This is an optimization exercise on Yosys and OpenROAD, whose aim is small area, not a production implementation. Function was checked by simulation only, so behaviour that the tests miss may differ from the original. Power figures rest on the tool's default switching activity, not on a simulated workload.

File: design/flow/design.v
module lifi_osd (
    input  wire [119:0] adc_raw,
    output wire         is_on
);
    wire n1, n2;
    lifi_fa u_n1 (adc_raw[24], adc_raw[60], adc_raw[72], n1, n2);
    wire n3, n4;
    lifi_fa u_n3 (adc_raw[12], adc_raw[108], adc_raw[0], n3, n4);
    wire n5, n6;
    lifi_fa u_n5 (adc_raw[48], adc_raw[36], adc_raw[96], n5, n6);
    wire n7, n8;
    lifi_fa u_n7 (adc_raw[84], n1, n5, n7, n8);
    wire n9 = n3 & n7;
    wire n10, n11;
    lifi_fa u_n10 (adc_raw[37], adc_raw[13], adc_raw[97], n10, n11);
    wire n12, n13;
    lifi_fa u_n12 (adc_raw[61], adc_raw[25], adc_raw[49], n12, n13);
    wire n14, n15;
    lifi_fa u_n14 (adc_raw[1], adc_raw[85], adc_raw[73], n14, n15);
    wire n16, n17;
    lifi_fa u_n16 (adc_raw[109], n14, n12, n16, n17);
    wire n18, n19;
    lifi_fa u_n18 (n2, n6, n4, n18, n19);
    wire n20, n21;
    lifi_fa u_n20 (n10, n18, n16, n20, n21);
    wire n22, n23;
    lifi_fa u_n22 (n8, n9, n20, n22, n23);
    wire n24, n25;
    lifi_fa u_n24 (adc_raw[74], adc_raw[110], adc_raw[38], n24, n25);
    wire n26, n27;
    lifi_fa u_n26 (adc_raw[26], adc_raw[62], adc_raw[98], n26, n27);
    wire n28, n29;
    lifi_fa u_n28 (adc_raw[14], adc_raw[86], adc_raw[50], n28, n29);
    wire n30, n31;
    lifi_fa u_n30 (adc_raw[2], n28, n26, n30, n31);
    wire n32, n33;
    lifi_fa u_n32 (n24, n11, n15, n32, n33);
    wire n34, n35;
    lifi_fa u_n34 (n13, n19, n17, n34, n35);
    wire n36, n37;
    lifi_fa u_n36 (n32, n30, n34, n36, n37);
    wire n38, n39;
    lifi_fa u_n38 (n21, n23, n36, n38, n39);
    wire n40 = n22 | n38;
    wire n41, n42;
    lifi_fa u_n41 (adc_raw[51], adc_raw[99], adc_raw[63], n41, n42);
    wire n43, n44;
    lifi_fa u_n43 (adc_raw[27], adc_raw[75], adc_raw[111], n43, n44);
    wire n45, n46;
    lifi_fa u_n45 (adc_raw[3], adc_raw[39], adc_raw[87], n45, n46);
    wire n47, n48;
    lifi_fa u_n47 (adc_raw[15], n41, n27, n47, n48);
    wire n49, n50;
    lifi_fa u_n49 (n29, n25, n43, n49, n50);
    wire n51, n52;
    lifi_fa u_n51 (n45, n47, n33, n51, n52);
    wire n53, n54;
    lifi_fa u_n53 (n49, n31, n35, n53, n54);
    wire n55, n56;
    lifi_fa u_n55 (n51, n37, n53, n55, n56);
    wire n57 = (n39 & n40) | (n39 & n55) | (n40 & n55);
    wire n58, n59;
    lifi_fa u_n58 (adc_raw[16], adc_raw[76], adc_raw[40], n58, n59);
    wire n60, n61;
    lifi_fa u_n60 (adc_raw[4], adc_raw[64], adc_raw[28], n60, n61);
    wire n62, n63;
    lifi_fa u_n62 (adc_raw[88], adc_raw[100], adc_raw[52], n62, n63);
    wire n64, n65;
    lifi_fa u_n64 (adc_raw[112], n42, n46, n64, n65);
    wire n66, n67;
    lifi_fa u_n66 (n62, n44, n60, n66, n67);
    wire n68, n69;
    lifi_fa u_n68 (n58, n48, n64, n68, n69);
    wire n70, n71;
    lifi_fa u_n70 (n66, n50, n52, n70, n71);
    wire n72, n73;
    lifi_fa u_n72 (n68, n54, n70, n72, n73);
    wire n74, n75;
    lifi_fa u_n74 (n72, n56, n57, n74, n75);
    wire n76, n77;
    lifi_fa u_n76 (adc_raw[113], adc_raw[17], adc_raw[5], n76, n77);
    wire n78, n79;
    lifi_fa u_n78 (adc_raw[65], adc_raw[101], adc_raw[53], n78, n79);
    wire n80, n81;
    lifi_fa u_n80 (adc_raw[41], adc_raw[29], adc_raw[77], n80, n81);
    wire n82, n83;
    lifi_fa u_n82 (adc_raw[89], n78, n61, n82, n83);
    wire n84, n85;
    lifi_fa u_n84 (n59, n80, n63, n84, n85);
    wire n86, n87;
    lifi_fa u_n86 (n76, n65, n84, n86, n87);
    wire n88, n89;
    lifi_fa u_n88 (n82, n67, n69, n88, n89);
    wire n90, n91;
    lifi_fa u_n90 (n86, n88, n71, n90, n91);
    wire n92, n93;
    lifi_fa u_n92 (n90, n73, n75, n92, n93);
    wire n94 = n74 & n92;
    wire n95, n96;
    lifi_fa u_n95 (adc_raw[90], adc_raw[66], adc_raw[42], n95, n96);
    wire n97, n98;
    lifi_fa u_n97 (adc_raw[102], adc_raw[6], adc_raw[54], n97, n98);
    wire n99, n100;
    lifi_fa u_n99 (adc_raw[30], adc_raw[114], adc_raw[18], n99, n100);
    wire n101, n102;
    lifi_fa u_n101 (adc_raw[78], n81, n79, n101, n102);
    wire n103, n104;
    lifi_fa u_n103 (n97, n95, n99, n103, n104);
    wire n105, n106;
    lifi_fa u_n105 (n77, n83, n103, n105, n106);
    wire n107, n108;
    lifi_fa u_n107 (n101, n85, n105, n107, n108);
    wire n109, n110;
    lifi_fa u_n109 (n87, n107, n89, n109, n110);
    wire n111, n112;
    lifi_fa u_n111 (n91, n109, n93, n111, n112);
    wire n113 = n94 | n111;
    wire n114, n115;
    lifi_fa u_n114 (adc_raw[91], adc_raw[67], adc_raw[7], n114, n115);
    wire n116, n117;
    lifi_fa u_n116 (adc_raw[55], adc_raw[79], adc_raw[31], n116, n117);
    wire n118, n119;
    lifi_fa u_n118 (adc_raw[115], adc_raw[103], adc_raw[43], n118, n119);
    wire n120, n121;
    lifi_fa u_n120 (adc_raw[19], n114, n98, n120, n121);
    wire n122, n123;
    lifi_fa u_n122 (n100, n118, n96, n122, n123);
    wire n124, n125;
    lifi_fa u_n124 (n116, n122, n120, n124, n125);
    wire n126, n127;
    lifi_fa u_n126 (n104, n102, n106, n126, n127);
    wire n128, n129;
    lifi_fa u_n128 (n124, n126, n108, n128, n129);
    wire n130, n131;
    lifi_fa u_n130 (n128, n110, n112, n130, n131);
    wire n132 = n113 | n130;
    wire n133, n134;
    lifi_fa u_n133 (adc_raw[80], adc_raw[20], adc_raw[116], n133, n134);
    wire n135, n136;
    lifi_fa u_n135 (adc_raw[8], adc_raw[32], adc_raw[68], n135, n136);
    wire n137, n138;
    lifi_fa u_n137 (adc_raw[56], adc_raw[104], adc_raw[92], n137, n138);
    wire n139, n140;
    lifi_fa u_n139 (adc_raw[44], n135, n117, n139, n140);
    wire n141, n142;
    lifi_fa u_n141 (n119, n137, n133, n141, n142);
    wire n143, n144;
    lifi_fa u_n143 (n115, n141, n123, n143, n144);
    wire n145, n146;
    lifi_fa u_n145 (n121, n139, n125, n145, n146);
    wire n147, n148;
    lifi_fa u_n147 (n143, n145, n127, n147, n148);
    wire n149, n150;
    lifi_fa u_n149 (n147, n129, n131, n149, n150);
    wire n151 = n132 | n149;
    wire n152, n153;
    lifi_fa u_n152 (adc_raw[105], adc_raw[9], adc_raw[57], n152, n153);
    wire n154, n155;
    lifi_fa u_n154 (adc_raw[45], adc_raw[93], adc_raw[117], n154, n155);
    wire n156, n157;
    lifi_fa u_n156 (adc_raw[69], adc_raw[33], adc_raw[21], n156, n157);
    wire n158, n159;
    lifi_fa u_n158 (adc_raw[81], n152, n156, n158, n159);
    wire n160, n161;
    lifi_fa u_n160 (n138, n154, n136, n160, n161);
    wire n162, n163;
    lifi_fa u_n162 (n134, n142, n158, n162, n163);
    wire n164, n165;
    lifi_fa u_n164 (n160, n140, n162, n164, n165);
    wire n166, n167;
    lifi_fa u_n166 (n144, n146, n164, n166, n167);
    wire n168, n169;
    lifi_fa u_n168 (n148, n166, n150, n168, n169);
    wire n170 = n151 & n168;
    wire n171, n172;
    lifi_fa u_n171 (adc_raw[46], adc_raw[22], adc_raw[82], n171, n172);
    wire n173, n174;
    lifi_fa u_n173 (adc_raw[94], adc_raw[34], adc_raw[10], n173, n174);
    wire n175, n176;
    lifi_fa u_n175 (adc_raw[118], adc_raw[70], adc_raw[58], n175, n176);
    wire n177, n178;
    lifi_fa u_n177 (adc_raw[106], n153, n155, n177, n178);
    wire n179, n180;
    lifi_fa u_n179 (n171, n173, n175, n179, n180);
    wire n181, n182;
    lifi_fa u_n181 (n157, n177, n179, n181, n182);
    wire n183, n184;
    lifi_fa u_n183 (n159, n161, n181, n183, n184);
    wire n185, n186;
    lifi_fa u_n185 (n163, n183, n165, n185, n186);
    wire n187, n188;
    lifi_fa u_n187 (n167, n185, n169, n187, n188);
    wire n189 = n170 & n187;
    wire n190, n191;
    lifi_fa u_n190 (adc_raw[23], adc_raw[107], adc_raw[35], n190, n191);
    wire n192, n193;
    lifi_fa u_n192 (adc_raw[59], adc_raw[71], adc_raw[119], n192, n193);
    wire n194, n195;
    lifi_fa u_n194 (adc_raw[11], adc_raw[95], adc_raw[47], n194, n195);
    wire n196, n197;
    lifi_fa u_n196 (adc_raw[83], n172, n190, n196, n197);
    wire n198, n199;
    lifi_fa u_n198 (n194, n192, n174, n198, n199);
    wire n200, n201;
    lifi_fa u_n200 (n176, n180, n178, n200, n201);
    wire n202, n203;
    lifi_fa u_n202 (n196, n198, n182, n202, n203);
    wire n204, n205;
    lifi_fa u_n204 (n200, n202, n184, n204, n205);
    wire n206, n207;
    lifi_fa u_n206 (n186, n204, n188, n206, n207);
    wire n208 = n189 & n206;
    wire n209, n210;
    lifi_fa u_n209 (n191, n195, n193, n209, n210);
    wire n211, n212;
    lifi_fa u_n211 (n197, n209, n199, n211, n212);
    wire n213, n214;
    lifi_fa u_n213 (n211, n201, n203, n213, n214);
    wire n215, n216;
    lifi_fa u_n215 (n213, n205, n207, n215, n216);
    wire n217 = n208 | n215;
    wire n218, n219;
    lifi_fa u_n218 (n210, n212, n214, n218, n219);
    wire n220, n221;
    lifi_fa u_n220 (n218, n216, n217, n220, n221);
    wire n222 = (n219 & n221) | (n219 & n220) | (n221 & n220);
    assign is_on = n222;
endmodule
module lifi_fa (
    input  wire a,
    input  wire b,
    input  wire c,
    output wire s,
    output wire y
);
    assign s = a ^ b ^ c;
    assign y = (a & b) | (a & c) | (b & c);
endmodule
module lifi_rx (
    input  wire       clk,
    input  wire       rst,
    input  wire       is_on,      
    input  wire       adc_ok,     
    output reg  [7:0] rx_byte,
    output reg        rx_valid,
    output wire [3:0] rx_state,
    output reg  [2:0] rx_err,
    output wire       rx_fault
);
    localparam [3:0] S_WAIT_START = 4'd0,
                     S_MEAS_START = 4'd1,
                     S_IDLE_DELAY = 4'd2,
                     S_GAP1       = 4'd3,
                     S_BIT_PRE    = 4'd4,
                     S_BIT_POST   = 4'd5,
                     S_GAP2       = 4'd6,
                     S_WAIT_STOP  = 4'd7,
                     S_MEAS_STOP  = 4'd8,
                     S_HALT       = 4'd9;
    localparam [2:0] ERR_NONE          = 3'd0,
                     ERR_START_TIMEOUT = 3'd1,
                     ERR_START_WINDOW  = 3'd2,
                     ERR_STOP_TIMEOUT  = 3'd3,
                     ERR_STOP_WINDOW   = 3'd4,
                     ERR_HW_FAULT      = 3'd5;
    reg [3:0] state;
    reg [3:0] pre;      
    reg [7:0] cnt;
    reg [8:0] shift;    
    wire [9:0] polls = {shift[1:0], cnt};    
    wire timeout = (polls >= 10'd1000);
    reg [3:0] n_state;
    reg       n_load;   
    reg [8:0] n_shift;
    reg [7:0] n_byte;
    reg       n_valid;
    reg [2:0] n_err;
    wire act = (pre == 4'd0) && (state != S_HALT);
    assign rx_state = state;
    assign rx_fault = (state == S_HALT);
    wire in_window_start = (cnt >= 8'd60) && (cnt <= 8'd80);
    wire in_window_stop  = (cnt >= 8'd90) && (cnt <= 8'd110);
    wire meas_full       = (cnt >= 8'd200);
    always @* begin
        n_state = state;
        n_load  = 1'b0;
        n_shift = shift;
        n_byte  = rx_byte;
        n_valid = 1'b0;
        n_err   = rx_err;
        case (state)
            S_WAIT_START: begin
                if (timeout) begin
                    n_err   = ERR_START_TIMEOUT;
                    n_state = S_IDLE_DELAY;
                    n_load  = 1'b1;
                end else if (is_on) begin
                    n_state = S_MEAS_START;
                    n_load  = 1'b1;
                end
            end
            S_MEAS_START: begin
                if (meas_full || !is_on) begin
                    n_load = 1'b1;
                    if (in_window_start) begin
                        n_state = S_GAP1;
                    end else begin
                        n_err   = ERR_START_WINDOW;
                        n_state = S_IDLE_DELAY;
                    end
                end
            end
            S_GAP1: begin
                if (cnt[3:0] == 4'd10) begin
                    n_shift = 9'd1;
                    n_state = S_BIT_PRE;
                    n_load  = 1'b1;
                end
            end
            S_BIT_PRE: begin
                if (cnt[2:0] == 3'd5) begin
                    n_shift = {shift[7:0], is_on};
                    n_state = S_BIT_POST;
                    n_load  = 1'b1;
                end
            end
            S_BIT_POST: begin
                if (cnt[2:0] == 3'd5) begin
                    n_state = shift[8] ? S_GAP2 : S_BIT_PRE;
                    n_load  = 1'b1;
                end
            end
            S_WAIT_STOP: begin
                if (meas_full) begin
                    n_err   = ERR_STOP_TIMEOUT;
                    n_state = S_WAIT_START;
                end else if (is_on) begin
                    n_state = S_MEAS_STOP;
                    n_load  = 1'b1;
                end
            end
            S_MEAS_STOP: begin
                if (meas_full || !is_on) begin
                    if (in_window_stop && (meas_full || adc_ok)) begin
                        n_byte  = shift[7:0];
                        n_valid = 1'b1;
                        n_err   = ERR_NONE;
                    end else begin
                        n_err   = ERR_STOP_WINDOW;
                    end
                    n_state = S_WAIT_START;
                end
            end
            default: ;
        endcase
        if ((state == S_IDLE_DELAY && cnt[5:0] == 6'd50) ||
            (state == S_GAP2 && cnt[3:0] == 4'd10)) begin
            n_state = (state == S_GAP2) ? (is_on ? S_MEAS_STOP : S_WAIT_STOP)
                                        : (is_on ? S_MEAS_START : S_WAIT_START);
            n_load  = 1'b1;
        end else if (n_state == S_WAIT_START && state != S_WAIT_START) begin
            n_state = is_on ? S_MEAS_START : S_WAIT_START;
            n_load  = 1'b1;
        end
        if (n_state == S_WAIT_START)
            n_shift[1:0] = (state == S_WAIT_START && !n_load) ? shift[1:0] + {1'b0, &cnt} : 2'b00;
        if (!adc_ok && (state == S_WAIT_START ? !timeout :
                        state == S_MEAS_START ? !meas_full :
                        state == S_MEAS_STOP  ? 1'b1 :
                        state == S_WAIT_STOP  ? 1'b1 :
                        state == S_BIT_PRE    ? cnt[2:0] == 3'd5 :
                        state == S_IDLE_DELAY ? cnt[5:0] == 6'd50 :
                        state == S_GAP2       ? cnt[3:0] == 4'd10 : 1'b0)) begin
            n_state = S_HALT;
            n_err   = ERR_HW_FAULT;
        end
    end
    always @(posedge clk) begin
        if (rst)
            shift[1:0] <= 2'b00;
        else if (act)
            shift[1:0] <= n_shift[1:0];
        if (act) shift[8:2] <= n_shift[8:2];
        if (rst) begin
            state    <= S_WAIT_START;
            pre      <= 4'd0;
            cnt      <= 8'd0;
            rx_byte  <= 8'd0;
            rx_valid <= 1'b0;
            rx_err   <= ERR_NONE;
        end else begin
            pre      <= (pre == 4'd9) ? 4'd0 : {pre[2:0], ~(pre[3] ^ pre[2])};
            rx_valid <= act & n_valid;
            if (act) begin
                state   <= n_state;
                cnt     <= (n_load ? 8'd0 : cnt) + 8'd1;
                rx_byte <= n_byte;
                rx_err  <= n_err;
            end
        end
    end
endmodule
module lifi_tx (
    input  wire       clk,
    input  wire       rst,
    input  wire [7:0] tx_data,
    input  wire       tx_valid,
    input  wire       led_ok,
    output wire       tx_ready,
    output reg        led,
    output wire [2:0] tx_state,
    output wire       tx_fault
);
    localparam [2:0] S_WAIT_INPUT  = 3'd0,
                     S_START_ON    = 3'd1,
                     S_START_GAP   = 3'd2,
                     S_BIT         = 3'd3,
                     S_PAYLOAD_GAP = 3'd4,
                     S_STOP_ON     = 3'd5,
                     S_HALT        = 3'd6;
    reg [2:0] state;
    reg [6:0] pre;      
    reg [3:0] unit;
    reg [7:0] hold;
    reg [2:0] n_state;
    reg [3:0] n_unit;
    reg       n_led;
    reg       write;    
    assign tx_ready = (state == S_WAIT_INPUT);
    assign tx_state = state;
    assign tx_fault = (state == S_HALT);
    wire boundary = (pre == 7'd0);
    always @* begin
        n_state = state;
        n_unit  = unit + 4'd1;
        n_led   = 1'b0;
        write   = 1'b0;
        case (state)
            S_WAIT_INPUT: begin
                n_unit = 4'd0;
                if (tx_valid) begin
                    n_state = S_START_ON;
                    n_led   = 1'b1;
                    write   = 1'b1;
                end
            end
            S_START_ON:
                if (unit == 4'd6) begin
                    n_state = S_START_GAP;
                    write   = 1'b1;
                end
            S_START_GAP: begin
                n_state = S_BIT;
                n_unit  = 4'd0;
                write   = 1'b1;
            end
            S_BIT:
                if (unit[2:0] == 3'd7) begin
                    n_state = S_PAYLOAD_GAP;
                    write   = 1'b1;
                end else begin
                    write   = 1'b1;
                end
            S_PAYLOAD_GAP: begin
                n_state = S_STOP_ON;
                n_led   = 1'b1;
                write   = 1'b1;
            end
            S_STOP_ON:
                if (unit == 4'd9) begin
                    n_state = S_WAIT_INPUT;
                    write   = 1'b1;
                end
            default: ;
        endcase
        if (n_state != state)
            n_unit = 4'd0;
        if (n_state == S_BIT)
            n_led = hold[~n_unit[2:0]];
        if (write && !led_ok)
            n_state = S_HALT;
    end
    wire step = tx_ready || (boundary && state != S_HALT);
    always @(posedge clk) begin
        if (tx_ready) hold <= tx_data;
        if (rst) begin
            state <= S_WAIT_INPUT;
            pre   <= 7'd0;
            unit  <= 4'd0;
            led   <= 1'b0;
        end else begin
            if (step) begin
                state <= n_state;
                unit  <= n_unit;
                if (write && led_ok) led <= n_led;
            end
            pre <= (n_state == S_WAIT_INPUT && step || pre == 7'd75) ? 7'd0
                                                               : {pre[5:0], ~(pre[6] ^ pre[5])};
        end
    end
endmodule
module lifi_link (
    input  wire         clk,
    input  wire         rst,
    input  wire [119:0] adc_raw,
    input  wire         adc_ok,
    output wire [7:0]   rx_byte,
    output wire         rx_valid,
    output wire [3:0]   rx_state,
    output wire [2:0]   rx_err,
    output wire         rx_fault,
    input  wire [7:0]   tx_data,
    input  wire         tx_valid,
    output wire         tx_ready,
    output wire         led,
    input  wire         led_ok,
    output wire [2:0]   tx_state,
    output wire         tx_fault
);
    wire is_on;
    lifi_osd u_osd (
        .adc_raw(adc_raw),
        .is_on  (is_on)
    );
    lifi_rx u_rx (
        .clk     (clk),
        .rst     (rst),
        .is_on   (is_on),
        .adc_ok  (adc_ok),
        .rx_byte (rx_byte),
        .rx_valid(rx_valid),
        .rx_state(rx_state),
        .rx_err  (rx_err),
        .rx_fault(rx_fault)
    );
    lifi_tx u_tx (
        .clk     (clk),
        .rst     (rst),
        .tx_data (tx_data),
        .tx_valid(tx_valid),
        .led_ok  (led_ok),
        .tx_ready(tx_ready),
        .led     (led),
        .tx_state(tx_state),
        .tx_fault(tx_fault)
    );
endmodule
File: design/flow/flow/run.sh
#!/bin/bash
# Own layout flow:
#  1. the standard synthesis (standard.sh synth), unchanged;
#  2. the synthesized netlist's combinational cells re-mapped by Yosys/ABC
#     with an area-oriented script (flip-flops, full adders and tie cells are
#     kept as they are, with their names);
#  3. the standard layout from floorplan to finish, with the smallest
#     buffer for the port buffers and a small clock tree.
# Each tool's full output goes to a log file of its own in this folder.
set -euo pipefail
here=$(pwd)
res="$here/orfs/results/${FLOW_PLATFORM}/lifi_link/base"
lib="$FLOW_HOME/platforms/${FLOW_PLATFORM}/lib/sky130_fd_sc_hd__tt_025C_1v80.lib"
yosys="$FLOW_HOME/../tools/install/yosys/bin/yosys"
# the platform's DONT_USE_CELLS
dont_use="-dont_use sky130_fd_sc_hd__lpflow_bleeder_1 -dont_use sky130_fd_sc_hd__lpflow_clkbufkapwr_1 -dont_use sky130_fd_sc_hd__lpflow_clkbufkapwr_16 -dont_use sky130_fd_sc_hd__lpflow_clkbufkapwr_2 -dont_use sky130_fd_sc_hd__lpflow_clkbufkapwr_4 -dont_use sky130_fd_sc_hd__lpflow_clkbufkapwr_8 -dont_use sky130_fd_sc_hd__lpflow_clkinvkapwr_1 -dont_use sky130_fd_sc_hd__lpflow_clkinvkapwr_16 -dont_use sky130_fd_sc_hd__lpflow_clkinvkapwr_2 -dont_use sky130_fd_sc_hd__lpflow_clkinvkapwr_4 -dont_use sky130_fd_sc_hd__lpflow_clkinvkapwr_8 -dont_use sky130_fd_sc_hd__lpflow_decapkapwr_12 -dont_use sky130_fd_sc_hd__lpflow_decapkapwr_3 -dont_use sky130_fd_sc_hd__lpflow_decapkapwr_4 -dont_use sky130_fd_sc_hd__lpflow_decapkapwr_6 -dont_use sky130_fd_sc_hd__lpflow_decapkapwr_8 -dont_use sky130_fd_sc_hd__lpflow_inputiso0n_1 -dont_use sky130_fd_sc_hd__lpflow_inputiso0p_1 -dont_use sky130_fd_sc_hd__lpflow_inputiso1n_1 -dont_use sky130_fd_sc_hd__lpflow_inputiso1p_1 -dont_use sky130_fd_sc_hd__lpflow_inputisolatch_1 -dont_use sky130_fd_sc_hd__lpflow_isobufsrc_1 -dont_use sky130_fd_sc_hd__lpflow_isobufsrc_16 -dont_use sky130_fd_sc_hd__lpflow_isobufsrc_2 -dont_use sky130_fd_sc_hd__lpflow_isobufsrc_4 -dont_use sky130_fd_sc_hd__lpflow_isobufsrc_8 -dont_use sky130_fd_sc_hd__lpflow_isobufsrckapwr_16 -dont_use sky130_fd_sc_hd__lpflow_lsbuf_lh_hl_isowell_tap_1 -dont_use sky130_fd_sc_hd__lpflow_lsbuf_lh_hl_isowell_tap_2 -dont_use sky130_fd_sc_hd__lpflow_lsbuf_lh_hl_isowell_tap_4 -dont_use sky130_fd_sc_hd__lpflow_lsbuf_lh_isowell_4 -dont_use sky130_fd_sc_hd__lpflow_lsbuf_lh_isowell_tap_1 -dont_use sky130_fd_sc_hd__lpflow_lsbuf_lh_isowell_tap_2 -dont_use sky130_fd_sc_hd__lpflow_lsbuf_lh_isowell_tap_4 -dont_use sky130_fd_sc_hd__probe_p_8 -dont_use sky130_fd_sc_hd__probec_p_8"

bash standard.sh synth > log_1_synth.log 2>&1

cp "$res/1_2_yosys.v" "$here/synth_standard.v"
bb="sky130_fd_sc_hd__*df* sky130_fd_sc_hd__*dl* sky130_fd_sc_hd__fa_* sky130_fd_sc_hd__conb_*"
# four ABC runs with different seeds, in parallel; the smallest result is kept
remap() {
  local seed=$1
  printf 'strash\n&get -n\n&deepsyn -T 40 -S %s\n&put\ndch -f\namap\n' "$seed" > "$here/remap_$seed.abc"
  "$yosys" -p "read_liberty -ignore_miss_func $lib; blackbox $bb;
    read_verilog $here/synth_standard.v;
    hierarchy -top $FLOW_TOP; flatten; opt -purge; techmap; opt;
    abc -liberty $lib -script $here/remap_$seed.abc $dont_use;
    opt_clean -purge;
    write_verilog -noattr -nohex -nodec $here/synth_abc_$seed.v" > "log_2_remap_$seed.log" 2>&1
  "$yosys" -p "read_liberty -lib $lib; read_verilog $here/synth_abc_$seed.v;
    hierarchy -top $FLOW_TOP; opt_clean -purge; splitnets; opt_clean -purge;
    hilomap -singleton -hicell sky130_fd_sc_hd__conb_1 HI -locell sky130_fd_sc_hd__conb_1 LO;
    insbuf -buf sky130_fd_sc_hd__buf_4 A X;
    check -assert; tee -o $here/area_$seed.txt stat -liberty $lib;
    write_verilog -noattr -nohex -nodec $here/synth_remapped_$seed.v" > "log_3_clean_$seed.log" 2>&1
}
for seed in 1 2 3 4; do remap $seed & done
wait
best=""; best_area=""
for seed in 1 2 3 4; do
  [[ -f "$here/synth_remapped_$seed.v" ]] || continue
  a=$(sed -n "s/.*Chip area for module .*: *\([0-9.]*\).*/\1/p" "$here/area_$seed.txt" | tail -1)
  echo "seed $seed area $a" >> log_2_remap_choice.log
  if [[ -z "$best" ]] || awk -v a="$a" -v b="$best_area" 'BEGIN{exit !(a < b)}'; then
    best=$seed; best_area=$a
  fi
done
echo "kept seed $best area $best_area" >> log_2_remap_choice.log
cp "$here/synth_remapped_$best.v" "$here/synth_remapped.v"
cp "$here/synth_remapped.v" "$res/1_2_yosys.v"
rm -f "$res/1_synth.odb" "$res/1_synth.sdc"

bash standard.sh \
  "BUFFER_PORTS_ARGS=-buffer_cell sky130_fd_sc_hd__buf_1" \
  "CTS_ARGS=-sink_clustering_enable -repair_clock_nets -dont_use_dummy_load -buf_list sky130_fd_sc_hd__clkbuf_4" \
  finish > log_5_finish.log 2>&1
File: design/flow/standard.sh
#!/bin/bash
# synth_recipe.tcl (not shown) runs the flow's synth.tcl, then flattens the netlist and writes it again
# the make line also repeats each setting of config.mk as NAME=value (left out here)
make -C /OpenROAD-flow-scripts/flow DESIGN_CONFIG=/design/flow/config.mk WORK_HOME=/design/flow/orfs CLKGATE_MAP_FILE= SYNTH_SCRIPT=/design/flow/synth_recipe.tcl "${@:-finish}"
File: design/flow/config.mk
export PLATFORM = sky130hd
export DESIGN_NAME = lifi_link
export DESIGN_NICKNAME = lifi_link
export VERILOG_FILES = /design/flow/design.v
export SDC_FILE = /design/flow/constraint.sdc
export NUM_CORES = 4
export LEC_CHECK = 0
export CAP_MARGIN = 20
export CORE_MARGIN = 2
export CORE_UTILIZATION = 40
export SLEW_MARGIN = 20
export SYNTH_HIERARCHICAL = 1
File: design/flow/constraint.sdc
create_clock -name core_clock -period 25.0 [get_ports {clk}]
set_input_delay 5.0000 -clock core_clock [delete_from_list [all_inputs] [get_ports {clk}]]
set_output_delay 5.0000 -clock core_clock [all_outputs]
set_load 0.01 [all_outputs]
==> summary.txt, run 1 <==
Status
  – Status: complete, no violations

Worst hold path
  – WHS Endpoint: u_tx.pre[5]
  – Hold crit path type: register to register
  – Hold Crit Depth: 2
  – HP Start: u_tx.pre[4]

Setup path
  – Setup slack, reg-to-reg: 21.43 ns
  – Worst r2r path cells: 12
  – Crit path buffers/inverters: 3
  – CP max stage delay: 0.54 ns
  – Most used cell, CP: fa_1
  – Delay-heaviest family, CP: adder cells
  – CP arrival: 14.02 ns
  – RR Endpoint: u_rx.state[1]
  – CP endpoint kind: register
  – CP required: 25.28 ns
  – Path type of the worst setup path: input port to register
  – Worst path depth: 33
  – Crit Path Max Fanout: 5
  – Worst r2r src: u_rx.state[0]
  – Slowest-stage cell, CP: fa_1
  – Crit start category: input port

Placed design
  – Detail Placement HPWL: 9.46 mm
  – Port Buffers: 155
  – Inst Count DP: 722
  – Routability congestion estimate: 0.903
  – Pre-CTS setup slack: 10.89 ns

Global route
  – Tot GR Track Use: 0.177
  – Overflow after GRT: 0
  – Vias in the first global route: 4064
  – First-pass GRT wire length: 18.4 mm
  – Largest net degree at the start of global routing: 16
  – Initial antenna violation count: 0

Clock tree
  – Clk slew on worst S/H paths: 0.10 ns
  – Clock buffer depth: 2
  – Post-CTS Setup Repair Bufs: 0
  – CTS tree: yes
  – # clock sinks: 60
  – Hold Buf Count CTS: 0
  – Post-CTS Resized: 0
  – H-tree depth: 3
  – Insertion delay to the later sink of the worst-skew pair: 0.40 ns
  – Clock root buffer: clkbuf_4
  – Number of buffers created by CTS: 9

STA
  – RSZ-0062 raised after global routing: false
  – Min Hold Slack: 0.426 ns
  – Slew headroom: 0.434
  – Final worst path period need: 13.74 ns
  – Fin. Hold Viols: 0
  – Period utilization: 0.550
  – Worst-margin pin slew: 0.841 ns
  – Fmax: 72.8 MHz
  – TNS Setup: 0 ns
  – Final Skew: 0.0236 ns
  – Post-route setup slack: 11.26 ns
  – Slew Limit Fails: 0
  – Final setup violation count: 0

Cells and area
  – Layout cells sized above 1: 0.0223
  – Fill count: 1149
  – Layout Utilization: 0.469
  – P&R area growth vs syn: 14.9%
  – Reg area: 0.00135 mm2
  – Final net count: 824
  – Multi-input gate area in the final layout: 0.00325 mm2
  – Antenna Cells: 0
  – Final std cells w/o fill: 731

Floorplanning
  – Die area: 0.0132 mm2
  – Die span in y: 115 um
  – Core Rows: 40
  – DIE WIDTH: 115 um
  – Core box area: 0.0120 mm2
  – Initial core utilization: 0.408
  – I/O pin count: 156

Routing
  – Post-DR vias/cell: 5.23
  – DRC Markers: 0
  – DRT iter0 DRCs: 167
  – Via count: 3824
  – 1st-pass router iterations: 4
  – Routed len/inst: 14.7 um
  – Routed wire length: 10.8 mm
  – Routed Antenna Nets: 0

Logic synthesis
  – Post-Synthesis Cells: 434
  – Syn avg cell area: 11.3 um2
  – Synthesized net count: 672
  – Yosys warns: 8
  – Syn Std Cell Area: 0.00490 mm2

Pwr
  – P_leak: 1.87 nW
  – PD cells: 119 mW/mm2
  – Worst VDD drop: 0.0800 mV

Run
  – Max cap viols: 0
==> where the power goes <==
part	internal (mW)	leakage, nW	switching, mW	total [mW]
Combinational	0.213	1.32	0.282	0.495
Sequential	0.116	0.507	0.0135	0.130
Clock	0.0167	0.0414	0.0300	0.0467
==> worst max path at each step <==
stage,start,slack (ns),endpoint
after floorplan,adc_raw[1],11.23,u_rx.rx_byte[2]
after global placement,adc_raw[1],11.14,u_rx.shift[1]
after detailed placement,adc_raw[24],10.89,u_rx.shift[1]
after CTS,adc_raw[24],11.32,u_rx.shift[1]
after global routing,adc_raw[1],10.82,u_rx.shift[1]
final,adc_raw[1],11.26,u_rx.shift[1]
==> final cells by class <==
type                       instances  area share
clock buffer                       9      0.0120
multi-input combinational        312       0.577
tap                              147      0.0327
timing repair buffer             159       0.109
inverter                          44      0.0293
sequential                        60       0.240
==> layout by cell type (no fill, tap or decap), drive strengths merged, types with 2 or more instances in the layout <==
cell    instances
a2111o          2
a211oi          7
a21oi           5
a221oi          6
a31oi           6
a32o            6
buf           159
clkbuf          9
clkinv         44
dfxtp          45
edfxtp         15
fa            105
nand2          21
nand3           7
nand4           4
nor2           58
nor2b          11
nor3           10
nor4            7
o21a            3
o21ai          21
o22ai           5
o31ai           2
o32ai           5
o41ai           3
or2             3
or3             3
==> metal layers <==
layer	global-route usage	wire length [um]	vias to the layer above	part of all wire
met1	0.217	4310	1871	0.40
met3	0.0392	711	18	0.066
met5	0	0	-	0
met2	0.310	5560	146	0.52
li1	-	-	1789	-
met4	0.0570	179	0	0.017
==> worst reg2reg max path: cells and delay by family (launching register included) <==
kind                   cells  cell delay, ns
flip-flops                 1            0.54
buffers and inverters      2            0.40
AND/OR/NAND/NOR            5            1.21
AO/OA/AOI/OAI              5            1.35
==> through the flow <==
stage                     power (mW)  instance area [um2]
after detailed placement       0.632                 5560
after global routing           0.759                 5630
after CTS                      0.683                 5630
after global placement         0.619                 5560
after floorplan                0.511                 4900
final                          0.671                 5630
==> flip-flops by register name (all words and copies together) (netlist names), 3 cells and up <==
register	flops
u_rx.cnt	8
u_rx.shift	9
u_rx.state	4
u_tx.unit	4
u_rx.pre	4
u_rx.rx_err	3
u_tx.pre	7
u_tx.state	3
u_rx.rx_byte	8
u_tx.hold	8
==> inputs of run 2 (changes only) <==
--- a/design/flow/flow/run.sh
+++ b/design/flow/flow/run.sh
@@ -2,8 +2,8 @@
 # Own layout flow:
 #  1. the standard synthesis (standard.sh synth), unchanged;
 #  2. the synthesized netlist's combinational cells re-mapped by Yosys/ABC
-#     with an area-oriented script (flip-flops, full adders and tie cells are
-#     kept as they are, with their names);
+#     with an area-oriented script, four seeds, the smallest kept (flip-flops,
+#     full adders and tie cells are kept as they are, with their names);
 #  3. the standard layout from floorplan to finish, with the smallest
 #     buffer for the port buffers and a small clock tree.
 # Each tool's full output goes to a log file of its own in this folder.
@@ -25,14 +25,14 @@
   printf 'strash\n&get -n\n&deepsyn -T 40 -S %s\n&put\ndch -f\namap\n' "$seed" > "$here/remap_$seed.abc"
   "$yosys" -p "read_liberty -ignore_miss_func $lib; blackbox $bb;
     read_verilog $here/synth_standard.v;
-    hierarchy -top $FLOW_TOP; flatten; opt -purge; techmap; opt;
+    hierarchy -top $FLOW_TOP; flatten; rename -hide w:_*; opt -purge; techmap; opt;
     abc -liberty $lib -script $here/remap_$seed.abc $dont_use;
     opt_clean -purge;
     write_verilog -noattr -nohex -nodec $here/synth_abc_$seed.v" > "log_2_remap_$seed.log" 2>&1
   "$yosys" -p "read_liberty -lib $lib; read_verilog $here/synth_abc_$seed.v;
     hierarchy -top $FLOW_TOP; opt_clean -purge; splitnets; opt_clean -purge;
     hilomap -singleton -hicell sky130_fd_sc_hd__conb_1 HI -locell sky130_fd_sc_hd__conb_1 LO;
-    insbuf -buf sky130_fd_sc_hd__buf_4 A X;
+    insbuf -buf sky130_fd_sc_hd__buf_1 A X;
     check -assert; tee -o $here/area_$seed.txt stat -liberty $lib;
     write_verilog -noattr -nohex -nodec $here/synth_remapped_$seed.v" > "log_3_clean_$seed.log" 2>&1
 }
==> run 2 against run 1 <==
Die area fell by 2.5%. First-iteration DRC count rose by 13%. Combinational power rose by 7.1%. Critical path type unchanged. Still clean.
==> summary.txt, run 2 <==
Worst hold path
  – Hold crit path type: register to register

Cells and area
  – Most frequent cells in the layout: 155 x buf_1, 105 x fa_1, 63 x nor2_1, 45 x clkinv_1, 45 x dfxtp_1
  – Antenna Cells: 0 (unchanged)
  – Layout cells sized above 1: 0.0155 (-0.00674)
  – Commonest non-fill, non-tap cell in the layout: buf_1
  – Final net count: 820 (-0.49%)
  – Max reg flops: 9 (unchanged)
  – P&R area growth vs syn: 17.3%
  – Design Area, Final: 0.00561 mm2 (-0.47%)
  – Final std cells w/o fill: 723 (-1.1%)
  – Largest reg by FF count: u_rx.shift

Setup path
  – RR Endpoint: u_rx.rx_byte[7]
  – Slowest-stage cell, CP: fa_1
  – Worst r2r path cells: 9 (-3)
  – Worst r2r src: u_rx.state[0]
  – CP required: 25.25 ns (-0.03 ns)
  – Path type of the worst setup path: input port to register
  – CP max stage delay: 0.58 ns (+0.04 ns)
  – Most used cell, CP: fa_1
  – Setup slack, reg-to-reg: 21.89 ns (+0.46 ns)
  – Setup crit start: adc_raw[24]
  – Crit start category: input port
  – Crit Path Max Fanout: 5 (unchanged)
  – CP arrival: 14.04 ns (+0.02 ns)
  – Critical Path End: u_rx.shift[0]
  – CP endpoint kind: register

STA
  – Worst-margin pin slew: 0.745 ns (-0.0959 ns)
  – Final setup violation count: 0 (unchanged)
  – Final worst path period need: 13.79 ns (+0.0507 ns)
  – Fin. Hold Viols: 0 (unchanged)
  – Fmax: 72.5 MHz (-0.37%)
  – Period utilization: 0.552 (+0.00203)
  – Slew headroom: 0.499 (+0.0645)
  – Slew Limit Fails: 0 (unchanged)
  – Final Skew: 0.0206 ns (-0.00310 ns)
  – RSZ-0062 raised after global routing: false
  – TNS Setup: 0 ns (unchanged)

Routing
  – Routed Antenna Nets: 0 (unchanged)
  – DRC Markers: 0 (unchanged)
  – 1st-pass router iterations: 4 (unchanged)
  – Via count: 3735 (-2.3%)
  – Routed wire length: 10.8 mm (+0.61%)
  – Routed len/inst: 15.0 um (+1.7%)
  – Post-DR vias/cell: 5.17 (-1.2%)
  – DRT iter0 DRCs: 189 (+13%)

Clock tree
  – CTS tree: yes
  – Clock root buffer: clkbuf_4
  – Clk slew on worst S/H paths: 0.08 ns (-0.02 ns)
  – Number of buffers created by CTS: 9 (unchanged)
  – Clock buffer depth: 2 (unchanged)
  – Insertion delay to the later sink of the worst-skew pair: 0.38 ns (-0.02 ns)
  – # clock sinks: 60 (unchanged)
  – Hold Buf Count CTS: 0 (unchanged)
  – Post-CTS Resized: 0 (unchanged)
  – Post-CTS Setup Repair Bufs: 0 (unchanged)
  – H-tree depth: 3 (unchanged)

Global route
  – Initial antenna violation count: 0 (unchanged)
  – Vias in the first global route: 4064 (unchanged)
  – First-pass GRT wire length: 18.5 mm (+0.67%)
  – Tot GR Track Use: 0.181 (+0.00454)
  – Largest net degree at the start of global routing: 16 (unchanged)
  – Overflow after GRT: 0 (unchanged)

Floorplanning
  – Initial core utilization: 0.415 (+0.00659)
  – Core box area: 0.0115 mm2 (-4.1%)
  – Core Rows: 39 (-2.5%)
  – Die span in y: 113 um (-1.3%)
  – DIE WIDTH: 113 um (-1.3%)
  – Die area: 0.0128 mm2 (-2.5%)
  – I/O pin count: 156 (unchanged)

Placed design
  – Inst Count DP: 714 (-1.1%)
  – Detail Placement HPWL: 9.44 mm (-0.24%)
  – Routability congestion estimate: 0.945 (+4.7%)
  – Port Buffers: 155 (unchanged)
  – Placed instance area: 0.00554 mm2 (-0.47%)

Logic synthesis
  – Syn avg cell area: 11.5 um2 (+1.6%)
  – Syn Std Cell Area: 0.00478 mm2 (-2.6%)
  – Yosys warns: 8 (unchanged)
  – Synthesized net count: 654 (-2.7%)
  – Post-Synthesis Cells: 416 (-4.1%)

Run
  – Max cap viols: 0 (unchanged)

Pwr
  – PD cells: 127 mW/mm2 (+6.7%)
  – Sequential share of power: 0.192 (about the same)
  – Power share of the combinational group: 0.744 (+0.007)
  – Internal: 0.359 mW (+3.7%)
  – Switch Pwr: 0.354 mW (+8.7%)
  – P_leak: 1.86 nW (-0.42%)
  – Sw frac: 0.496 (+0.0118)
  – Clock power share: 0.064 (-0.006)
  – Worst VDD drop: 0.0977 mV (+22%)

Status
  – Status: complete, no violations
run 2: how the worst min path moves through the flow:
stage | cells past startpoint | endpoint | slack (ns) | start
finish | 2 | u_tx.pre[2] | 0.44 | u_tx.pre[1]
global route | 1 | u_rx.pre[1] | 0.48 | u_rx.pre[0]
CTS | 2 | u_tx.pre[2] | 0.45 | u_tx.pre[1]
detailed placement | 2 | u_tx.pre[2] | 0.43 | u_tx.pre[1]
global placement | 2 | u_tx.pre[2] | 0.43 | u_tx.pre[1]
floorplan | 2 | u_tx.pre[2] | 0.42 | u_tx.pre[1]
run 2: layout make-up:
cell class                 instances  area [um2]
tap                              143         179
timing repair buffer             155         582
sequential                        60        1350
multi-input combinational        311        3260
clock buffer                       9        67.6
inverter                          45         169
fill                            1081        5910
run 2: per-layer routing:
layer,vias to the layer above,global-route usage,part of all wire
met3,16,0.0343,0.059
met5,-,0,0
met1,1812,0.229,0.41
li1,1768,-,-
met2,139,0.322,0.52
met4,0,0.0439,0.013
run 2: critical path, delay by kind of cell:
family	cells	cell delay (ns)
adder cells (fa/ha/maj)	15	6.36
AO/OA/AOI/OAI	8	1.74
buffers and inverters	2	0.26
AND/OR/NAND/NOR	5	0.69
run 2: stage by stage:
| stage | setup slack (ns) | hold slack (ns) | util | power [mW] |
|---|---|---|---|---|
| after floorplan | 11.50 | 0.417 | - | 0.540 |
| after global placement | 11.04 | 0.427 | 0.481 | 0.660 |
| after detailed placement | 10.79 | 0.435 | 0.481 | 0.670 |
| after CTS | 11.24 | 0.448 | 0.487 | 0.721 |
| after global routing | 10.67 | 0.475 | 0.487 | 0.805 |
| final | 11.21 | 0.445 | 0.487 | 0.712 |
run 2: power by group through the flow:
| stage | clock network (mW) | logic, mW | registers [mW] |
|---|---|---|---|
| detailed placement | 0 | 0.532 | 0.139 |
| finish | 0.0458 | 0.530 | 0.137 |
| global route | 0.0529 | 0.613 | 0.139 |
| CTS | 0.0484 | 0.537 | 0.136 |
| floorplan | 0 | 0.404 | 0.136 |
| global placement | 0 | 0.522 | 0.138 |
==> inputs of run 3 (changes only) <==
--- a/design/flow/flow/run.sh
+++ b/design/flow/flow/run.sh
@@ -54,5 +54,5 @@
 
 bash standard.sh \
   "BUFFER_PORTS_ARGS=-buffer_cell sky130_fd_sc_hd__buf_1" \
-  "CTS_ARGS=-sink_clustering_enable -repair_clock_nets -dont_use_dummy_load -buf_list sky130_fd_sc_hd__clkbuf_4" \
+  "CTS_ARGS=-repair_clock_nets -dont_use_dummy_load -buf_list sky130_fd_sc_hd__clkbuf_4" \
   finish > log_5_finish.log 2>&1
==> run 3 against run 2 <==
Still clean. First-iteration DRC count unchanged. Die area stayed put. Register-to-register slack is essentially flat. Clock skew unchanged. Critical endpoint unchanged. Largest cell class unchanged.
==> summary.txt, run 3 <==
Global route
  – Largest net degree at the start of global routing: 16 (unchanged)
  – First-pass GRT wire length: 18.5 mm (unchanged)
  – Tot GR Track Use: 0.181 (unchanged)
  – Vias in the first global route: 4064 (unchanged)
  – M2 GR Usage: 0.322 (unchanged)
  – Initial antenna violation count: 0 (unchanged)
  – GR Layer Usage met1: 0.229 (unchanged)
  – Grt peak-use layer: met2
  – Overflow after GRT: 0 (unchanged)
  – GR Layer Usage met3: 0.0343 (unchanged)

Cells and area
  – P&R area growth vs syn: 17.3% (unchanged)
  – Antenna Cells: 0 (unchanged)
  – Final net count: 820 (unchanged)
  – Max reg flops: 9 (unchanged)
  – Final std cells w/o fill: 723 (unchanged)
  – Layout cells sized above 1: 0.0155 (unchanged)
  – Design Area, Final: 0.00561 mm2 (unchanged)
  – Largest reg by FF count: u_rx.shift
  – Most frequent cells in the layout: 155 x buf_1, 105 x fa_1, 63 x nor2_1, 45 x clkinv_1, 45 x dfxtp_1
  – Reg area: 0.00135 mm2 (unchanged)
  – Layout Utilization: 0.487 (unchanged)
  – Fill count: 1081 (unchanged)
  – Commonest non-fill, non-tap cell in the layout: buf_1
  – Multi-input gate area in the final layout: 0.00326 mm2 (unchanged)

Placed design
  – Inst Count DP: 714 (unchanged)
  – Routability congestion estimate: 0.945 (unchanged)
  – Pre-CTS setup slack: 10.79 ns (unchanged)
  – Port Buffers: 155 (unchanged)
  – Detail Placement HPWL: 9.44 mm (unchanged)
  – Placed instance area: 0.00554 mm2 (unchanged)

STA
  – Fmax: 72.5 MHz (unchanged)
  – Min Hold Slack: 0.445 ns (unchanged)
  – Slew Limit Fails: 0 (unchanged)
  – Final setup violation count: 0 (unchanged)
  – Fin. Hold Viols: 0 (unchanged)
  – Final worst path period need: 13.79 ns (unchanged)
  – Final Skew: 0.0206 ns (unchanged)
  – Period utilization: 0.552 (unchanged)
  – TNS Setup: 0 ns (unchanged)
  – Slew headroom: 0.499 (unchanged)
  – RSZ-0062 raised after global routing: false
  – Worst-margin pin slew: 0.745 ns (unchanged)
  – Post-route setup slack: 11.21 ns (unchanged)

Floorplanning
  – Core Rows: 39 (unchanged)
  – I/O pin count: 156 (unchanged)
  – Initial core utilization: 0.415 (unchanged)
  – Die area: 0.0128 mm2 (unchanged)
  – DIE WIDTH: 113 um (unchanged)
  – Core box area: 0.0115 mm2 (unchanged)
  – Die span in y: 113 um (unchanged)

Logic synthesis
  – Syn avg cell area: 11.5 um2 (unchanged)
  – Synthesized net count: 654 (unchanged)
  – Syn Std Cell Area: 0.00478 mm2 (unchanged)
  – Post-Synthesis Cells: 416 (unchanged)
  – Yosys warns: 8 (unchanged)

Status
  – Status: complete, no violations

Clock tree
  – Post-CTS Resized: 0 (unchanged)
  – Number of buffers created by CTS: 9 (unchanged)
  – H-tree depth: 3 (unchanged)
  – Post-CTS Setup Repair Bufs: 0 (unchanged)
  – CTS tree: yes
  – Clock root buffer: clkbuf_4
  – Clk slew on worst S/H paths: 0.08 ns (about the same)
  – Clock buffer depth: 2 (unchanged)
  – Insertion delay to the later sink of the worst-skew pair: 0.38 ns (about the same)
  – Hold Buf Count CTS: 0 (unchanged)
  – # clock sinks: 60 (unchanged)

Setup path
  – RR Endpoint: u_rx.rx_byte[7]
  – CP arrival: 14.04 ns (about the same)
  – Worst r2r path cells: 9 (unchanged)
  – CP required: 25.25 ns (about the same)
  – Setup slack, reg-to-reg: 21.89 ns (about the same)
  – CP max stage delay: 0.58 ns (about the same)
  – CP endpoint kind: register
  – Delay-heaviest family, CP: adder cells
  – Crit path buffers/inverters: 2 (unchanged)
  – Crit Path Max Fanout: 5 (unchanged)
  – Slowest-stage cell, CP: fa_1
  – Most used cell, CP: fa_1
  – Path type of the worst setup path: input port to register
  – Worst r2r src: u_rx.state[0]
  – Crit start category: input port

Routing
  – Via count: 3735 (unchanged)
  – Routed len/inst: 15.0 um (unchanged)
  – DRC Markers: 0 (unchanged)
  – Routed wire length: 10.8 mm (unchanged)
  – Routed Antenna Nets: 0 (unchanged)
  – Post-DR vias/cell: 5.17 (unchanged)
  – DRT iter0 DRCs: 189 (unchanged)
  – 1st-pass router iterations: 4 (unchanged)

Worst hold path
  – Hold Crit Depth: 2 (unchanged)
  – WHS Endpoint: u_tx.pre[2]
  – Hold crit path type: register to register
  – HP Start: u_tx.pre[1]

Pwr
  – P_leak: 1.86 nW (unchanged)
  – PD cells: 127 mW/mm2 (unchanged)
  – Worst VDD drop: 0.0977 mV (unchanged)
  – Power, Total: 0.712 mW (unchanged)

Run
  – Max cap viols: 0 (unchanged)
run 3: cell counts in the layout (fill, tap and decap cells not counted):
Identical to the previous run, type by type.
run 3: layout make-up:
cell class              instances  share of cell area
clock buffers                   9              0.0121
inverters                      45              0.0301
flip-flops and latches         60               0.241
well taps                     143              0.0319
multi-input cells             311               0.581
repair buffers                155               0.104
run 3: worst max path at each step:
stage	slack [ns]	startpoint	endpoint	cells past startpoint
final	11.21	adc_raw[24]	u_rx.shift[0]	30
after CTS	11.24	adc_raw[24]	u_rx.shift[0]	30
after global routing	10.67	adc_raw[24]	u_rx.shift[0]	30
after detailed placement	10.79	adc_raw[24]	u_rx.shift[0]	30
after floorplan	11.50	adc_raw[1]	u_rx.shift[0]	29
after global placement	11.04	adc_raw[24]	u_rx.shift[0]	30
run 3: routing by layer:
metal / routed length [um] / up-vias
met3: 639 / 16
met1: 4460 / 1812
met4: 142 / 0
li1: - / 1768
met5: 0 / -
met2: 5590 / 139
run 3: worst min-delay path: cells and delay by family (launching register included):
family / cells / cell delay (ns)
flip-flops: 1 / 0.32
buffers and inverters: 1 / 0.05
AND/OR/NAND/NOR: 1 / 0.04
run 3: power breakdown:
part / internal, mW / switching, mW
combinational: 0.222 / 0.308
sequential: 0.120 / 0.0168
clock: 0.0167 / 0.0291
total: 0.359 / 0.354
==> inputs of run 4 (changes only) <==
--- a/design/flow/flow/run.sh
+++ b/design/flow/flow/run.sh
@@ -54,5 +54,5 @@
 
 bash standard.sh \
   "BUFFER_PORTS_ARGS=-buffer_cell sky130_fd_sc_hd__buf_1" \
-  "CTS_ARGS=-repair_clock_nets -dont_use_dummy_load -buf_list sky130_fd_sc_hd__clkbuf_4" \
+  "CTS_ARGS=-sink_clustering_enable -repair_clock_nets -dont_use_dummy_load -buf_list sky130_fd_sc_hd__clkbuf_4 -sink_clustering_size 20 -sink_clustering_max_diameter 500" \
   finish > log_5_finish.log 2>&1
==> run 4 against run 3 <==
Still clean on timing, DRC and antenna. Die area stayed put. Total power stayed put. Critical path depth unchanged. Via count is the same. Synthesized cell count is the same. Final cell count is the same. First-iteration DRC count is the same. Global-route usage stayed put. Final area unchanged. Largest power group unchanged.
==> summary.txt, run 4 <==
Logic synthesis
  – Synthesized net count: 654 (unchanged)
  – Post-Synthesis Cells: 416 (unchanged)
  – Yosys warns: 8 (unchanged)
  – Syn Std Cell Area: 0.00478 mm2 (unchanged)
  – Syn avg cell area: 11.5 um2 (unchanged)

Worst hold path
  – HP Start: u_tx.pre[1]
  – Hold Crit Depth: 2 (unchanged)
  – Hold crit path type: register to register

Pwr
  – PD cells: 127 mW/mm2 (unchanged)
  – P_leak: 1.86 nW (unchanged)
  – Worst VDD drop: 0.0977 mV (unchanged)
  – Power, Total: 0.712 mW (unchanged)

STA
  – Fin. Hold Viols: 0 (unchanged)
  – Final Skew: 0.0206 ns (unchanged)
  – Slew headroom: 0.499 (unchanged)
  – Post-route setup slack: 11.21 ns (unchanged)
  – Final worst path period need: 13.79 ns (unchanged)
  – Fmax: 72.5 MHz (unchanged)
  – Worst-margin pin slew: 0.745 ns (unchanged)
  – TNS Setup: 0 ns (unchanged)
  – Min Hold Slack: 0.445 ns (unchanged)
  – Slew Limit Fails: 0 (unchanged)
  – Period utilization: 0.552 (unchanged)
  – Final setup violation count: 0 (unchanged)
  – RSZ-0062 raised after global routing: false

Clock tree
  – H-tree depth: 3 (unchanged)
  – Clock buffer depth: 2 (unchanged)
  – Clk slew on worst S/H paths: 0.08 ns (about the same)
  – Number of buffers created by CTS: 9 (unchanged)
  – # clock sinks: 60 (unchanged)
  – Clock root buffer: clkbuf_4
  – Post-CTS Setup Repair Bufs: 0 (unchanged)
  – Hold Buf Count CTS: 0 (unchanged)
  – CTS tree: yes
  – Insertion delay to the later sink of the worst-skew pair: 0.38 ns (about the same)
  – Post-CTS Resized: 0 (unchanged)

Cells and area
  – Layout cells sized above 1: 0.0155 (unchanged)
  – Max reg flops: 9 (unchanged)
  – Reg area: 0.00135 mm2 (unchanged)
  – Design Area, Final: 0.00561 mm2 (unchanged)
  – Layout Utilization: 0.487 (unchanged)
  – Final net count: 820 (unchanged)
  – Commonest non-fill, non-tap cell in the layout: buf_1
  – Fill count: 1081 (unchanged)
  – Final std cells w/o fill: 723 (unchanged)
  – Antenna Cells: 0 (unchanged)
  – Largest reg by FF count: u_rx.shift
  – P&R area growth vs syn: 17.3% (unchanged)
  – Most frequent cells in the layout: 155 x buf_1, 105 x fa_1, 63 x nor2_1, 45 x clkinv_1, 45 x dfxtp_1
  – Multi-input gate area in the final layout: 0.00326 mm2 (unchanged)

Setup path
  – CP required: 25.25 ns (about the same)
  – Most used cell, CP: fa_1
  – CP max stage delay: 0.58 ns (about the same)
  – Worst r2r src: u_rx.state[0]
  – Slowest-stage cell, CP: fa_1
  – Crit start category: input port
  – CP arrival: 14.04 ns (about the same)
  – CP endpoint kind: register
  – Setup crit start: adc_raw[24]
  – Crit Path Max Fanout: 5 (unchanged)
  – Path type of the worst setup path: input port to register
  – Worst r2r path cells: 9 (unchanged)

Global route
  – GR Layer Usage met1: 0.229 (unchanged)
  – Tot GR Track Use: 0.181 (unchanged)
  – Initial antenna violation count: 0 (unchanged)
  – Largest net degree at the start of global routing: 16 (unchanged)
  – M2 GR Usage: 0.322 (unchanged)
  – Overflow after GRT: 0 (unchanged)
  – GR Layer Usage met3: 0.0343 (unchanged)
  – Grt peak-use layer: met2
  – Vias in the first global route: 4064 (unchanged)
  – First-pass GRT wire length: 18.5 mm (unchanged)

Placed design
  – Routability congestion estimate: 0.945 (unchanged)
  – Detail Placement HPWL: 9.44 mm (unchanged)
  – Inst Count DP: 714 (unchanged)
  – Placed instance area: 0.00554 mm2 (unchanged)
  – Pre-CTS setup slack: 10.79 ns (unchanged)
  – Port Buffers: 155 (unchanged)

Routing
  – DRT iter0 DRCs: 189 (unchanged)
  – 1st-pass router iterations: 4 (unchanged)
  – DRC Markers: 0 (unchanged)
  – Routed len/inst: 15.0 um (unchanged)
  – Routed wire length: 10.8 mm (unchanged)
  – Via count: 3735 (unchanged)
  – Post-DR vias/cell: 5.17 (unchanged)
  – Routed Antenna Nets: 0 (unchanged)

Floorplanning
  – Core Rows: 39 (unchanged)
  – DIE WIDTH: 113 um (unchanged)
  – Die area: 0.0128 mm2 (unchanged)
  – Initial core utilization: 0.415 (unchanged)
  – I/O pin count: 156 (unchanged)
  – Die span in y: 113 um (unchanged)
  – Core box area: 0.0115 mm2 (unchanged)

Status
  – Status: complete, no violations

Run
  – Max cap viols: 0 (unchanged)
[run 4: per-layer routing]
layer | wire, um | part of all wire
met3 | 639 | 0.059
met4 | 142 | 0.013
met1 | 4460 | 0.41
met5 | 0 | 0
met2 | 5590 | 0.52
[run 4: cell type report]
cell class / count / area share
Clock buffer: 9 / 0.0121
Timing Repair Buffer: 155 / 0.104
Multi-Input combinational cell: 311 / 0.581
Sequential cell: 60 / 0.241
Inverter: 45 / 0.0301
Tap cell: 143 / 0.0319
[run 4: final timing paths]
path | slack [ns] | end
worst max-delay path | 11.21 | u_rx.shift[0]
worst min-delay path | 0.44 | u_tx.pre[2]
worst max register to register | 21.89 | u_rx.rx_byte[7]
worst min register to register | 0.44 | u_tx.pre[2]
[run 4: worst max-delay path, delay by kind of cell]
kind	cells	cell delay, ns
fa+ha+maj	15	6.36
compound gates	8	1.74
simple gates	5	0.69
buf+inv	2	0.26
[run 4: power by group]
group | total, mW | switching, mW | internal [mW]
logic | 0.530 | 0.308 | 0.222
registers | 0.137 | 0.0168 | 0.120
clock network | 0.0458 | 0.0291 | 0.0167
total | 0.712 | 0.354 | 0.359
==> inputs of run 5 (changes only) <==
--- a/design/flow/flow/run.sh
+++ b/design/flow/flow/run.sh
@@ -54,5 +54,5 @@
 
 bash standard.sh \
   "BUFFER_PORTS_ARGS=-buffer_cell sky130_fd_sc_hd__buf_1" \
-  "CTS_ARGS=-sink_clustering_enable -repair_clock_nets -dont_use_dummy_load -buf_list sky130_fd_sc_hd__clkbuf_4 -sink_clustering_size 20 -sink_clustering_max_diameter 500" \
+  "CTS_ARGS=-sink_clustering_enable -repair_clock_nets -dont_use_dummy_load -buf_list sky130_fd_sc_hd__clkbuf_4 -sink_clustering_size 30 -sink_clustering_max_diameter 500" \
   finish > log_5_finish.log 2>&1
==> run 5 against run 4 <==
Die area unchanged. Still clean. Final cell count is the same. Synthesized cell count is the same. Largest power group unchanged. Non-clock buffer count stayed put.
==> summary.txt, run 5 <==
Status
  – Status: complete, no violations

Setup path
  – Path type of the worst setup path: input port to register
  – RR Endpoint: u_rx.rx_byte[7]
  – Slowest-stage cell, CP: fa_1
  – CP endpoint kind: register
  – CP required: 25.25 ns (about the same)
  – Worst r2r src: u_rx.state[0]
  – Crit start category: input port
  – Worst r2r path cells: 9 (unchanged)
  – Crit Path Max Fanout: 5 (unchanged)
  – Setup slack, reg-to-reg: 21.89 ns (about the same)
  – Most used cell, CP: fa_1
  – CP arrival: 14.04 ns (about the same)
  – CP max stage delay: 0.58 ns (about the same)

Pwr
  – PD cells: 127 mW/mm2 (unchanged)
  – Worst VDD drop: 0.0977 mV (unchanged)
  – P_leak: 1.86 nW (unchanged)

STA
  – Period utilization: 0.552 (unchanged)
  – Worst-margin pin slew: 0.745 ns (unchanged)
  – Min Hold Slack: 0.445 ns (unchanged)
  – Final setup violation count: 0 (unchanged)
  – RSZ-0062 raised after global routing: false
  – Final worst path period need: 13.79 ns (unchanged)
  – Slew Limit Fails: 0 (unchanged)
  – TNS Setup: 0 ns (unchanged)
  – Fmax: 72.5 MHz (unchanged)
  – Slew headroom: 0.499 (unchanged)
  – Final Skew: 0.0206 ns (unchanged)
  – Fin. Hold Viols: 0 (unchanged)

Floorplanning
  – Core Rows: 39 (unchanged)
  – Initial core utilization: 0.415 (unchanged)
  – Die span in y: 113 um (unchanged)
  – Die area: 0.0128 mm2 (unchanged)
  – Core box area: 0.0115 mm2 (unchanged)
  – DIE WIDTH: 113 um (unchanged)
  – I/O pin count: 156 (unchanged)

Clock tree
  – Clock buffer depth: 2 (unchanged)
  – # clock sinks: 60 (unchanged)
  – Hold Buf Count CTS: 0 (unchanged)
  – Post-CTS Resized: 0 (unchanged)
  – CTS tree: yes
  – Post-CTS Setup Repair Bufs: 0 (unchanged)
  – Insertion delay to the later sink of the worst-skew pair: 0.38 ns (about the same)
  – Clk slew on worst S/H paths: 0.08 ns (about the same)
  – Number of buffers created by CTS: 9 (unchanged)
  – Clock root buffer: clkbuf_4
  – H-tree depth: 3 (unchanged)

Cells and area
  – P&R area growth vs syn: 17.3% (unchanged)
  – Commonest non-fill, non-tap cell in the layout: buf_1
  – Final std cells w/o fill: 723 (unchanged)
  – Max reg flops: 9 (unchanged)
  – Largest reg by FF count: u_rx.shift
  – Antenna Cells: 0 (unchanged)
  – Layout cells sized above 1: 0.0155 (unchanged)
  – Most frequent cells in the layout: 155 x buf_1, 105 x fa_1, 63 x nor2_1, 45 x clkinv_1, 45 x dfxtp_1
  – Fill count: 1081 (unchanged)
  – Final net count: 820 (unchanged)
  – Design Area, Final: 0.00561 mm2 (unchanged)

Routing
  – Routed Antenna Nets: 0 (unchanged)
  – Via count: 3735 (unchanged)
  – DRC Markers: 0 (unchanged)
  – Post-DR vias/cell: 5.17 (unchanged)
  – Routed wire length: 10.8 mm (unchanged)
  – Routed len/inst: 15.0 um (unchanged)
  – 1st-pass router iterations: 4 (unchanged)
  – DRT iter0 DRCs: 189 (unchanged)

Worst hold path
  – HP Start: u_tx.pre[1]
  – Hold crit path type: register to register
  – WHS Endpoint: u_tx.pre[2]
  – Hold Crit Depth: 2 (unchanged)

Global route
  – Overflow after GRT: 0 (unchanged)
  – Initial antenna violation count: 0 (unchanged)
  – Tot GR Track Use: 0.181 (unchanged)
  – Vias in the first global route: 4064 (unchanged)
  – Largest net degree at the start of global routing: 16 (unchanged)
  – First-pass GRT wire length: 18.5 mm (unchanged)

Placed design
  – Port Buffers: 155 (unchanged)
  – Routability congestion estimate: 0.945 (unchanged)
  – Placed instance area: 0.00554 mm2 (unchanged)
  – Detail Placement HPWL: 9.44 mm (unchanged)
  – Inst Count DP: 714 (unchanged)

Run
  – Max cap viols: 0 (unchanged)

Logic synthesis
  – Syn Std Cell Area: 0.00478 mm2 (unchanged)
  – Post-Synthesis Cells: 416 (unchanged)
  – Synthesized net count: 654 (unchanged)
  – Yosys warns: 8 (unchanged)
  – Syn avg cell area: 11.5 um2 (unchanged)
==> run 5: worst max-delay path, delay by kind of cell <==
family,cells,cell delay [ns]
buffers and inverters,2,0.26
and+or+nand+nor,5,0.69
AOI/OAI and AO/OA,8,1.74
adders and majority gates,15,6.36
==> run 5: per-stage QoR <==
stage	setup slack, ns	total power, mW	util
after global placement	11.04	0.660	0.481
final	11.21	0.712	0.487
after global routing	10.67	0.805	0.487
after floorplan	11.50	0.540	-
after detailed placement	10.79	0.670	0.481
after CTS	11.24	0.721	0.487
==> run 5: routing by layer <==
metal,wire (um),vias up,GRT usage
li1,-,1768,-
met1,4460,1812,0.229
met2,5590,139,0.322
met3,639,16,0.0343
met4,142,0,0.0439
met5,0,-,0
==> run 5: how the worst max path moves through the flow <==
stage	start	endpoint	slack, ns	depth (start not counted)
after floorplan	adc_raw[1]	u_rx.shift[0]	11.50	29
after detailed placement	adc_raw[24]	u_rx.shift[0]	10.79	30
after CTS	adc_raw[24]	u_rx.shift[0]	11.24	30
after global routing	adc_raw[24]	u_rx.shift[0]	10.67	30
final	adc_raw[24]	u_rx.shift[0]	11.21	30
after global placement	adc_raw[24]	u_rx.shift[0]	11.04	30
==> run 5: power by group <==
group / internal [mW] / switching (mW)
clock: 0.0167 / 0.0291
combinational: 0.222 / 0.308
sequential: 0.120 / 0.0168
total: 0.359 / 0.354
==> run 5: layout make-up <==
class | instances | area, um2 | area share
tap | 143 | 179 | 0.0319
sequential | 60 | 1350 | 0.241
timing repair buffer | 155 | 582 | 0.104
multi-input combinational | 311 | 3260 | 0.581
inverter | 45 | 169 | 0.0301
clock buffer | 9 | 67.6 | 0.0121

## port drivers added, routing unchanged
The results above use ideal ports. As a check the final layouts listed here were re-extracted and re-timed, cells and wires unchanged. Step 1 sets driving cells, clkbuf_16 on the clock port and buf_2 on the other inputs (assumed; they add their load-dependent delay and slew). Step 2 times the ports against the registers' clock, not the clock port: input delays grow and output delays shrink by t, the midpoint of the rising clock arrivals with the driver on. Three values: ideal ports, drivers, drivers and shift; two values: the first two.
run | t (ns) | setup slack, ns | cell pins on the clock port's net
run 1 | 0.417 | 11.261 / 11.268 / 10.851 | 1
run 2 | 0.402 | 11.211 / 11.213 / 10.811 | 1
run 3 | 0.402 | 11.211 / 11.213 / 10.811 | 1
run 4 | 0.402 | 11.211 / 11.213 / 10.811 | 1
run 5 | 0.402 | 11.211 / 11.213 / 10.811 | 1
After both steps every run listed still meets setup and hold. The setup slack of run 1, which loses most, moves by +0.007 ns with the drivers and by -0.410 ns with both steps.
